This is an optimization exercise on Yosys and OpenROAD, whose aim is small area, a short achievable clock period and few clock cycles per item, not a production implementation. Where RTL was checked, it was by simulation tests only, not by an equivalence proof against the original. No activity file was given, so power comes from the tool's default toggle rates.

==> run X: inputs <==
==> flow/design.v <==
module nmea_core (
    input  wire       clk,
    input  wire       rst,
    input  wire       in_valid,
    output reg        in_ready,
    input  wire [9:0] in_beat,
    output reg        out_valid,
    input  wire       out_ready,
    output reg  [9:0] out_beat
);
    localparam integer N  = 158;   
    localparam integer D  = 76;    
    localparam integer Q  = 3;     
    localparam [7:0] CH_LF  = 8'h0A;
    localparam [7:0] CH_CR  = 8'h0D;
    localparam [7:0] CH_DOL = 8'h24;
    localparam [7:0] CH_STR = 8'h2A;
    localparam [7:0] CH_COM = 8'h2C;
    function [7:0] inc;   
        input [7:0] a;
        inc = (a == N - 1) ? 8'd0 : a + 8'd1;
    endfunction
    function [4:0] hexval;   
        input [7:0] b;
        begin
            if (b >= 8'h30 && b <= 8'h39)      hexval = {1'b1, b[3:0]};
            else if (b >= 8'h41 && b <= 8'h46) hexval = {1'b1, b[3:0] + 4'd9};
            else if (b >= 8'h61 && b <= 8'h66) hexval = {1'b1, b[3:0] + 4'd9};
            else                               hexval = 5'd0;
        end
    endfunction
    function in_range;
        input [7:0] x, lo, hi;
        in_range = (lo <= hi) ? (x >= lo && x < hi) : (x >= lo || x < hi);
    endfunction
    function [4:0] bclass;
        input [7:0] b;
        bclass = {b == CH_LF, b == CH_CR, b == CH_DOL, b == CH_STR, b == CH_COM};
    endfunction
    reg  [8*N-1:0] ring;
    reg  [7:0] W;             
    reg  [7:0] R;             
    wire [7:0] ring_w = ring[8*N-1 -: 8];
    wire [7:0] ring_r = ring[8*D+7 -: 8];
    reg        wr_en;
    reg  [9:0] iq0, iq1;
    reg  [4:0] ic0, ic1;
    reg  [1:0] occ;
    wire       acc  = in_valid && in_ready;
    reg        cons;              
    wire       hv   = (occ != 2'd0);
    always @(posedge clk)
        ring <= {ring[8*(N-1)-1:0], wr_en ? iq0[7:0] : ring_w};
    reg  [6:0] len;           
    reg  [6:0] sl;            
    reg  [6:0] len_n, sl_n;
    reg        len_z, len_le78, sl_z, sl_le78;   
    reg        al;            
    reg        sdollar;       
    reg        lastcr;        
    reg        hpend;         
    reg  [7:0] lstart;        
    reg  [7:0] s0;            
    reg  [7:0] wp;            
    reg  [3:0] enabled;
    reg  [7:0] xr, xs;        
    reg        star, cs, fc, fcok;
    reg  [7:0] star_a;        
    reg  [7:0] fc_a;          
    reg  [1:0] ac;            
    reg        d1v, d1e, d2v, d2e;   
    reg  [3:0] m;             
    reg        c_ok;          
    reg        e_job, e_eos;
    reg        pend_end;      
    localparam [2:0] RS_IDLE = 3'd0, RS_WS = 3'd1, RS_SS = 3'd2,
                     RS_JOB = 3'd3, RS_WH = 3'd4, RS_SH = 3'd5;
    reg  [2:0] rs;
    reg        rs_eos;
    reg  [1:0] q_t  [0:Q-1];
    reg  [7:0] q_f0 [0:Q-1];    
    reg  [7:0] q_f1 [0:Q-1];    
    reg  [3:0] q_e  [0:Q-1];    
    reg        q_m;             
    reg  [2:0] qc;
    reg  [7:0] tail_f1;
    reg  [3:0] eos_tail;
    reg        w_free;          
    reg  [7:0] vb, va;
    reg  [4:0] vc;
    reg        v_go;
    wire [6:0] vi = len;
    wire [4:0] hxb = hexval(vb);
    wire       ck_ok   = star ? ((ac == 2'd2 && d1v && d2v) ? (d1e && d2e) : (xs == 8'h00))
                              : (xr == 8'h00);
    wire       cm_ok   = fcok && (!star || cs);
    wire       ty_ok   = |(m & enabled);
    wire       cand_ok = vc[3] && (vi >= 7'd6) && (vi <= 7'd78) && ty_ok && ck_ok && cm_ok;
    wire       h_data = hv && !iq0[9];
    wire       h_last = iq0[8];
    wire [7:0] h_b    = iq0[7:0];
    wire       h_lf   = ic0[4];
    wire       h_cr   = ic0[3];
    wire       h_cmd  = hv && (iq0[9:8] == 2'b10);
    wire [6:0] len1 = (len == 7'd80) ? 7'd80 : len + 7'd1;
    wire [6:0] sl1  = (sl == 7'd80) ? 7'd80 : sl + 7'd1;
    wire       sd1  = sl_z ? ic0[2] : sdollar;
    wire       useful = len_le78 || (sd1 && sl_le78);
    wire       aligned = len_z || al;
    wire       q_room   = (qc + {2'b00, e_job}) < Q;
    wire       eos_room = (eos_tail <= 4'd13);
    reg        s1_job, s1_rare, s1_eos;
    always @* begin
        cons    = 1'b0;
        s1_job  = 1'b0;
        s1_rare = 1'b0;
        s1_eos  = 1'b0;
        v_go    = 1'b0;
        vb      = h_b;
        vc      = ic0;
        va      = W;
        wr_en   = 1'b0;
        if (pend_end) begin
        end else if (rs == RS_IDLE) begin
            if (h_data && !h_lf) begin
                s1_eos  = h_last;
                s1_job  = h_last && h_cr;
                s1_rare = h_last && h_cr && hpend && sd1;
                if ((!h_last || (eos_room && (!s1_rare || q_room))) &&
                    (!useful || (aligned && w_free))) begin
                    cons  = 1'b1;
                    v_go  = 1'b1;
                    wr_en = useful;
                end
            end else if (h_data) begin
                s1_eos  = h_last;
                s1_job  = (sl != 7'd0) && lastcr;
                s1_rare = (sl != 7'd0) && lastcr && hpend && sdollar;
                cons    = (!h_last || eos_room) && (!s1_job || q_room);
            end else if (h_cmd) begin
                s1_eos = (h_b[7:4] == 4'h3);
                cons   = !s1_eos || eos_room;
            end else begin
                cons = hv;   
            end
        end else if (rs != RS_JOB) begin
            v_go = (W == wp);
            vb   = ring_w;
            vc   = bclass(ring_w);
        end
    end
    wire       can_out = !out_valid || out_ready;
    wire       q_any   = (qc != 3'd0);
    wire       hd_eos  = q_any && (q_e[0] != 4'd0);
    wire       hd_msg  = q_any && !hd_eos && !q_m;
    wire       hd_done = q_any && !hd_eos && q_m && (q_f0[0] == q_f1[0]);
    wire       hd_fld  = q_any && !hd_eos && q_m && !hd_done && (R == q_f0[0]);
    wire       tl_eos  = !q_any && (eos_tail != 4'd0);
    wire       deq     = hd_done;
    wire       emit    = can_out && (hd_eos || hd_msg || hd_fld || tl_eos);
    wire       tail_dec = can_out && tl_eos;
    wire       st2_job = e_job && c_ok;
    wire [3:0] eos_tail_dec = eos_tail - {3'd0, tail_dec};
    wire [2:0] q_wi = qc - {2'd0, deq};    
    integer k;
    always @(posedge clk) begin
        W <= inc(W);
        R <= inc(R);
        if (rst) begin
            W <= 8'd0;
            R <= N - 1 - D;
        end
        if (rst) begin
            occ      <= 2'd0;
            in_ready <= 1'b1;
        end else begin
            case ({acc, cons})
                2'b10: begin
                    if (occ == 2'd0) begin iq0 <= in_beat; ic0 <= bclass(in_beat[7:0]); end
                    else             begin iq1 <= in_beat; ic1 <= bclass(in_beat[7:0]); end
                    occ      <= occ + 2'd1;
                    in_ready <= (occ == 2'd0);
                end
                2'b01: begin
                    iq0      <= iq1;
                    ic0      <= ic1;
                    occ      <= occ - 2'd1;
                    in_ready <= 1'b1;
                end
                2'b11: begin
                    if (occ == 2'd1) begin
                        iq0 <= in_beat; ic0 <= bclass(in_beat[7:0]);
                    end else begin
                        iq0 <= iq1; ic0 <= ic1;
                        iq1 <= in_beat; ic1 <= bclass(in_beat[7:0]);
                    end
                end
                default: ;
            endcase
        end
        if (v_go) begin
            if (vi == 7'd0) begin
                xr <= 8'h00;
                star <= 1'b0; cs <= 1'b0; fc <= 1'b0; fcok <= 1'b0;
                ac <= 2'd3;
            end else begin
                xr <= xr ^ vb;
                if (vc[1]) begin
                    star   <= 1'b1;
                    xs     <= xr;
                    star_a <= va;
                    cs     <= fc;
                    ac     <= 2'd0;
                end else begin
                    if (ac != 2'd3) ac <= ac + 2'd1;
                    if (vc[3] && !star) star_a <= va;
                end
                if (ac == 2'd0) begin
                    d1v <= hxb[4];
                    d1e <= (hxb[3:0] == xs[7:4]);
                end
                if (ac == 2'd1) begin
                    d2v <= hxb[4];
                    d2e <= (hxb[3:0] == xs[3:0]);
                end
                if (vc[0] && !fc) begin
                    fc   <= 1'b1;
                    fcok <= (vi >= 7'd6);
                    fc_a <= va;
                end
            end
            case (vi)
                7'd3: m <= {vb == "R", vb == "G", vb == "G", vb == "G"};
                7'd4: m <= m & {vb == "M", vb == "S", vb == "N", vb == "G"};
                7'd5: m <= m & {vb == "C", vb == "A", vb == "S", vb == "A"};
                default: ;
            endcase
            c_ok <= cand_ok;
            wp   <= inc(va);
        end
        len_n = len;
        sl_n  = sl;
        e_job <= 1'b0;
        e_eos <= 1'b0;
        if (pend_end && q_room) begin
            pend_end <= 1'b0;
            e_job    <= 1'b1;
            e_eos    <= 1'b1;
        end
        if (rst) begin
            pend_end <= 1'b0;
            len_n     = 7'd0;
            sl_n      = 7'd0;
            hpend   <= 1'b0;
            enabled <= 4'b1111;
            rs      <= RS_IDLE;
        end else begin
            case (rs)
                RS_IDLE: if (cons) begin
                    if (h_data && !h_lf) begin
                        if (len == 7'd0) lstart <= W;
                        if (sl == 7'd0) s0 <= W;
                        sdollar <= sd1;
                        lastcr  <= h_cr;
                        if (!h_last) begin
                            len_n = len1;
                            sl_n  = sl1;
                        end else begin
                            sl_n = 7'd0;
                            if (s1_rare) begin
                                len_n    = 7'd0;
                                rs     <= (sl <= 7'd78) ? RS_WS : RS_JOB;
                                wp     <= (sl == 7'd0) ? W : s0;
                                sl_n     = (sl <= 7'd78) ? sl1 : 7'd0;
                                rs_eos <= 1'b1;
                                c_ok   <= 1'b0;
                            end else begin
                                e_job    <= s1_job && q_room;
                                e_eos    <= !s1_job || q_room;
                                pend_end <= s1_job && !q_room;
                                if (h_cr || len >= 7'd79) begin
                                    len_n = 7'd0; hpend <= 1'b0;
                                end else begin
                                    len_n = len1; hpend <= 1'b1;
                                end
                            end
                        end
                    end else if (h_data) begin
                        sl_n = 7'd0;
                        if (s1_rare) begin
                            len_n    = 7'd0;
                            rs     <= (sl <= 7'd79) ? RS_WS : RS_JOB;
                            wp     <= s0;
                            sl_n     = (sl <= 7'd79) ? sl : 7'd0;
                            rs_eos <= h_last;
                            c_ok   <= 1'b0;
                        end else begin
                            e_job <= s1_job;
                            e_eos <= h_last;
                            if (sl != 7'd0) begin
                                if (lastcr || len > 7'd79) begin
                                    len_n = 7'd0; hpend <= 1'b0;
                                end else begin
                                    hpend <= 1'b1;
                                end
                            end
                        end
                    end else if (h_cmd) begin
                        case (h_b[7:4])
                            4'h1: begin len_n = 7'd0; hpend <= 1'b0; sl_n = 7'd0; enabled <= 4'b1111; end
                            4'h2: begin len_n = 7'd0; hpend <= 1'b0; sl_n = 7'd0; enabled <= h_b[3:0]; end
                            4'h3: e_eos <= 1'b1;
                            default: ;
                        endcase
                    end
                end
                RS_WS, RS_SS: begin
                    if (v_go) begin
                        len_n  = len1;
                        rs   <= RS_SS;
                        sl_n   = sl - 7'd1;
                        if (sl == 7'd1) rs <= RS_JOB;
                    end
                end
                RS_JOB: begin
                    e_job <= 1'b1;
                    e_eos <= rs_eos;
                    rs    <= RS_WH;
                    wp    <= lstart;
                    len_n   = 7'd0;
                end
                RS_WH, RS_SH: begin
                    if (v_go) begin
                        len_n  = len1;
                        rs   <= RS_SH;
                        if (inc(wp) == s0) rs <= RS_IDLE;
                    end
                end
                default: rs <= RS_IDLE;
            endcase
        end
        len      <= len_n;
        sl       <= sl_n;
        len_z    <= (len_n == 7'd0);
        len_le78 <= (len_n <= 7'd78);
        sl_z     <= (sl_n == 7'd0);
        sl_le78  <= (sl_n <= 7'd78);
        al       <= v_go || (inc(W) == wp);
        if (rst) begin
            qc        <= 3'd0;
            q_m       <= 1'b0;
            eos_tail  <= 4'd0;
            out_valid <= 1'b0;
            out_beat  <= 10'd0;
            w_free    <= 1'b1;
        end else begin
            if (can_out && hd_eos) q_e[0] <= q_e[0] - 4'd1;
            if (can_out && hd_msg) begin
                q_m     <= 1'b1;
                q_f0[0] <= inc(q_f0[0]);    
            end
            if (can_out && hd_fld) q_f0[0] <= inc(q_f0[0]);
            if (deq) begin
                q_m <= 1'b0;
                for (k = 0; k < Q - 1; k = k + 1) begin
                    q_t[k]  <= q_t[k+1];
                    q_f0[k] <= q_f0[k+1];
                    q_f1[k] <= q_f1[k+1];
                    q_e[k]  <= q_e[k+1];
                end
            end
            if (st2_job) begin
                for (k = 0; k < Q; k = k + 1)
                    if (q_wi == k) begin
                        q_t[k]  <= {m[3] | m[2], m[3] | m[1]};
                        q_f0[k] <= fc_a;
                        q_f1[k] <= star_a;
                        q_e[k]  <= eos_tail_dec;
                    end
                tail_f1  <= star_a;
                eos_tail <= {3'd0, e_eos};
            end else begin
                eos_tail <= eos_tail_dec + {3'd0, e_eos};
            end
            qc <= q_wi + {2'd0, st2_job};
            w_free <= (!q_any || !in_range(inc(W), q_f0[0], tail_f1)) &&
                      !(c_ok && (e_job || (rs == RS_IDLE && h_data && h_lf && lastcr)) &&
                        in_range(inc(W), fc_a, star_a));
            if (emit) begin
                out_valid <= 1'b1;
                out_beat  <= hd_msg ? {2'b10, 6'd0, q_t[0]} :
                             hd_fld ? {2'b00, ring_r} : 10'h300;
            end else if (out_ready) begin
                out_valid <= 1'b0;
            end
        end
    end
endmodule
==> flow/run.sh <==
#!/bin/bash
# synth_recipe.tcl (not shown) runs the flow's synth.tcl, then flattens the netlist and writes it again
# the make line also repeats each setting of config.mk as NAME=value (left out here)
make -C /OpenROAD-flow-scripts/flow DESIGN_CONFIG=/design/flow/config.mk WORK_HOME=/design/flow/orfs CLKGATE_MAP_FILE= SYNTH_SCRIPT=/design/flow/synth_recipe.tcl finish
==> flow/config.mk <==
export PLATFORM = sky130hd
export DESIGN_NAME = nmea_core
export DESIGN_NICKNAME = nmea_core
export VERILOG_FILES = /design/flow/design.v
export SDC_FILE = /design/flow/constraint.sdc
export NUM_CORES = 4
export LEC_CHECK = 0
export CAP_MARGIN = 20
export CORE_MARGIN = 2
export CORE_UTILIZATION = 40
export CTS_BUF_LIST = sky130_fd_sc_hd__clkbuf_16
export CTS_CLUSTER_DIAMETER = 80
export CTS_CLUSTER_SIZE = 30
export PLACE_DENSITY = 0.6
export SETUP_SLACK_MARGIN = 4.8
export SLEW_MARGIN = 20
==> flow/constraint.sdc <==
create_clock -name core_clock -period 8.0 [get_ports {clk}]
set_input_delay 1.6000 -clock core_clock [delete_from_list [all_inputs] [get_ports {clk}]]
set_output_delay 1.6000 -clock core_clock [all_outputs]
set_load 0.01 [all_outputs]
==> inputs of run M, as changes to run X <==
--- a/flow/design.v
+++ b/flow/design.v
@@ -357,6 +357,3 @@
             if (can_out && hd_eos) q_e[0] <= q_e[0] - 4'd1;
-            if (can_out && hd_msg) begin
-                q_m     <= 1'b1;
-                q_f0[0] <= inc(q_f0[0]);    
-            end
+            if (can_out && hd_msg) q_m <= 1'b1;
             if (can_out && hd_fld) q_f0[0] <= inc(q_f0[0]);
@@ -375,3 +372,3 @@
                         q_t[k]  <= {m[3] | m[2], m[3] | m[1]};
-                        q_f0[k] <= fc_a;
+                        q_f0[k] <= inc(fc_a);
                         q_f1[k] <= star_a;
CORE_UTILIZATION = 55   (was 40)
PLACE_DENSITY = 0.7   (was 0.6)
SETUP_SLACK_MARGIN = 5.0   (was 4.8)
==> inputs of run D, as changes to run X <==
--- a/flow/design.v
+++ b/flow/design.v
@@ -11,3 +11,3 @@
     localparam integer N  = 158;   
-    localparam integer D  = 76;    
+    localparam integer D  = 86;    
     localparam integer Q  = 3;     
@@ -55,5 +55,2 @@
     reg  [6:0] sl;            
-    reg  [6:0] len_n, sl_n;
-    reg        len_z, len_le78, sl_z, sl_le78;   
-    reg        al;            
     reg        sdollar;       
@@ -74,3 +71,2 @@
     reg        e_job, e_eos;
-    reg        pend_end;      
     localparam [2:0] RS_IDLE = 3'd0, RS_WS = 3'd1, RS_SS = 3'd2,
@@ -106,5 +102,5 @@
     wire [6:0] sl1  = (sl == 7'd80) ? 7'd80 : sl + 7'd1;
-    wire       sd1  = sl_z ? ic0[2] : sdollar;
-    wire       useful = len_le78 || (sd1 && sl_le78);
-    wire       aligned = len_z || al;
+    wire       sd1  = (sl == 7'd0) ? ic0[2] : sdollar;
+    wire       useful = (len <= 7'd78) || (sd1 && sl <= 7'd78);
+    wire       aligned = (len == 7'd0) || (W == wp);
     wire       q_room   = (qc + {2'b00, e_job}) < Q;
@@ -122,4 +118,3 @@
         wr_en   = 1'b0;
-        if (pend_end) begin
-        end else if (rs == RS_IDLE) begin
+        if (rs == RS_IDLE) begin
             if (h_data && !h_lf) begin
@@ -128,3 +123,3 @@
                 s1_rare = h_last && h_cr && hpend && sd1;
-                if ((!h_last || (eos_room && (!s1_rare || q_room))) &&
+                if ((!h_last || (eos_room && (!h_cr || q_room))) &&
                     (!useful || (aligned && w_free))) begin
@@ -240,15 +235,7 @@
         end
-        len_n = len;
-        sl_n  = sl;
         e_job <= 1'b0;
         e_eos <= 1'b0;
-        if (pend_end && q_room) begin
-            pend_end <= 1'b0;
-            e_job    <= 1'b1;
-            e_eos    <= 1'b1;
-        end
         if (rst) begin
-            pend_end <= 1'b0;
-            len_n     = 7'd0;
-            sl_n      = 7'd0;
+            len     <= 7'd0;
+            sl      <= 7'd0;
             hpend   <= 1'b0;
@@ -265,11 +252,11 @@
                         if (!h_last) begin
-                            len_n = len1;
-                            sl_n  = sl1;
+                            len <= len1;
+                            sl  <= sl1;
                         end else begin
-                            sl_n = 7'd0;
+                            sl <= 7'd0;
                             if (s1_rare) begin
-                                len_n    = 7'd0;
+                                len    <= 7'd0;
                                 rs     <= (sl <= 7'd78) ? RS_WS : RS_JOB;
                                 wp     <= (sl == 7'd0) ? W : s0;
-                                sl_n     = (sl <= 7'd78) ? sl1 : 7'd0;
+                                sl     <= (sl <= 7'd78) ? sl1 : 7'd0;
                                 rs_eos <= 1'b1;
@@ -277,9 +264,8 @@
                             end else begin
-                                e_job    <= s1_job && q_room;
-                                e_eos    <= !s1_job || q_room;
-                                pend_end <= s1_job && !q_room;
+                                e_job <= s1_job;
+                                e_eos <= 1'b1;
                                 if (h_cr || len >= 7'd79) begin
-                                    len_n = 7'd0; hpend <= 1'b0;
+                                    len <= 7'd0; hpend <= 1'b0;
                                 end else begin
-                                    len_n = len1; hpend <= 1'b1;
+                                    len <= len1; hpend <= 1'b1;
                                 end
@@ -288,8 +274,8 @@
                     end else if (h_data) begin
-                        sl_n = 7'd0;
+                        sl <= 7'd0;
                         if (s1_rare) begin
-                            len_n    = 7'd0;
+                            len    <= 7'd0;
                             rs     <= (sl <= 7'd79) ? RS_WS : RS_JOB;
                             wp     <= s0;
-                            sl_n     = (sl <= 7'd79) ? sl : 7'd0;
+                            sl     <= (sl <= 7'd79) ? sl : 7'd0;
                             rs_eos <= h_last;
@@ -301,3 +287,3 @@
                                 if (lastcr || len > 7'd79) begin
-                                    len_n = 7'd0; hpend <= 1'b0;
+                                    len <= 7'd0; hpend <= 1'b0;
                                 end else begin
@@ -309,4 +295,4 @@
                         case (h_b[7:4])
-                            4'h1: begin len_n = 7'd0; hpend <= 1'b0; sl_n = 7'd0; enabled <= 4'b1111; end
-                            4'h2: begin len_n = 7'd0; hpend <= 1'b0; sl_n = 7'd0; enabled <= h_b[3:0]; end
+                            4'h1: begin len <= 7'd0; hpend <= 1'b0; sl <= 7'd0; enabled <= 4'b1111; end
+                            4'h2: begin len <= 7'd0; hpend <= 1'b0; sl <= 7'd0; enabled <= h_b[3:0]; end
                             4'h3: e_eos <= 1'b1;
@@ -318,5 +304,5 @@
                     if (v_go) begin
-                        len_n  = len1;
+                        len  <= len1;
                         rs   <= RS_SS;
-                        sl_n   = sl - 7'd1;
+                        sl   <= sl - 7'd1;
                         if (sl == 7'd1) rs <= RS_JOB;
@@ -329,3 +315,3 @@
                     wp    <= lstart;
-                    len_n   = 7'd0;
+                    len   <= 7'd0;
                 end
@@ -333,3 +319,3 @@
                     if (v_go) begin
-                        len_n  = len1;
+                        len  <= len1;
                         rs   <= RS_SH;
@@ -341,9 +327,2 @@
         end
-        len      <= len_n;
-        sl       <= sl_n;
-        len_z    <= (len_n == 7'd0);
-        len_le78 <= (len_n <= 7'd78);
-        sl_z     <= (sl_n == 7'd0);
-        sl_le78  <= (sl_n <= 7'd78);
-        al       <= v_go || (inc(W) == wp);
         if (rst) begin
@@ -357,6 +336,3 @@
             if (can_out && hd_eos) q_e[0] <= q_e[0] - 4'd1;
-            if (can_out && hd_msg) begin
-                q_m     <= 1'b1;
-                q_f0[0] <= inc(q_f0[0]);    
-            end
+            if (can_out && hd_msg) q_m <= 1'b1;
             if (can_out && hd_fld) q_f0[0] <= inc(q_f0[0]);
@@ -375,3 +351,3 @@
                         q_t[k]  <= {m[3] | m[2], m[3] | m[1]};
-                        q_f0[k] <= fc_a;
+                        q_f0[k] <= inc(fc_a);
                         q_f1[k] <= star_a;
SETUP_SLACK_MARGIN = not set   (was 4.8)
==> qor_table.md <==
| Item | Value |
|---|---|
| Run status | no timing/DRC/antenna violations |
| Power in the clock group | 3.68 mW |
| Fraction of area in clock buffers and inverters | 4.120% |
| Hold WS | 0.3207 ns |
| Sequential power | 9.08 mW |
That was run X.
==> qor_table.md <==
| Item | Value |
|---|---|
| Run status | no timing/DRC/antenna violations |
| Fraction of area in clock buffers and inverters | 4.251% |
| Power in the clock group | 3.67 mW |
| Height of the chip | 316.8 um |
| TritonCTS Buffers | 61 |
| Register with the highest flop count | ring |
That was run D.
==> qor_table.md <==
| Item | Value |
|---|---|
| Run status | no timing/DRC/antenna violations |
| Power in the clock group | 3.64 mW |
| Sequential power | 8.64 mW |
| Transition time at the pin with the least slew margin | 0.9761 ns |
| Setup fix buffers added after clock tree synthesis | 65 |
| Flip-flop count of the largest register after layout | 1264 |
| Switching share of power | 25.94% |
| Fraction of area in clock buffers and inverters | 3.988% |
| Hold WS | 0.3026 ns |
| Synth top area share | 66.93% |
That was run M.
Testbench counts of run X, summed over its fixed seeds: cycles 146,334, bytes 145,071.
No functional check of the RTL was part of run M and run D.

static timing again, ports no longer ideal:
Ports are ideal in the flow. The routed layouts listed here were re-timed in OpenROAD.
Step 1 assumes that a clkbuf_16 drives the clock port and a buf_2 every other input.
Step 2 moves the port delays by t, midway between the first and last clock arrival at a register: inputs arrive t later, outputs are due t later. That takes back most of the time a late clock gives input paths.
Three values: ideal, step 1, step 2; two values: the first two.
run | t, ns | slack for setup (ns) | worst register clock-pin slew, ns | cell pins on the clock port's net
run X | 0.722 | 4.778 / 4.778 / 4.175 | 0.12 / 0.12 | 1
run M | 0.736 | 4.975 / 4.975 / 4.297 | 0.11 / 0.11 | 1
run D | 0.722 | 3.103 / 3.103 / 3.103 | 0.11 / 0.11 | 1
After both steps every run listed still meets setup and hold. For run M, which loses most, drivers alone change the setup slack by 0.000 ns; drivers and shift together by -0.678 ns.
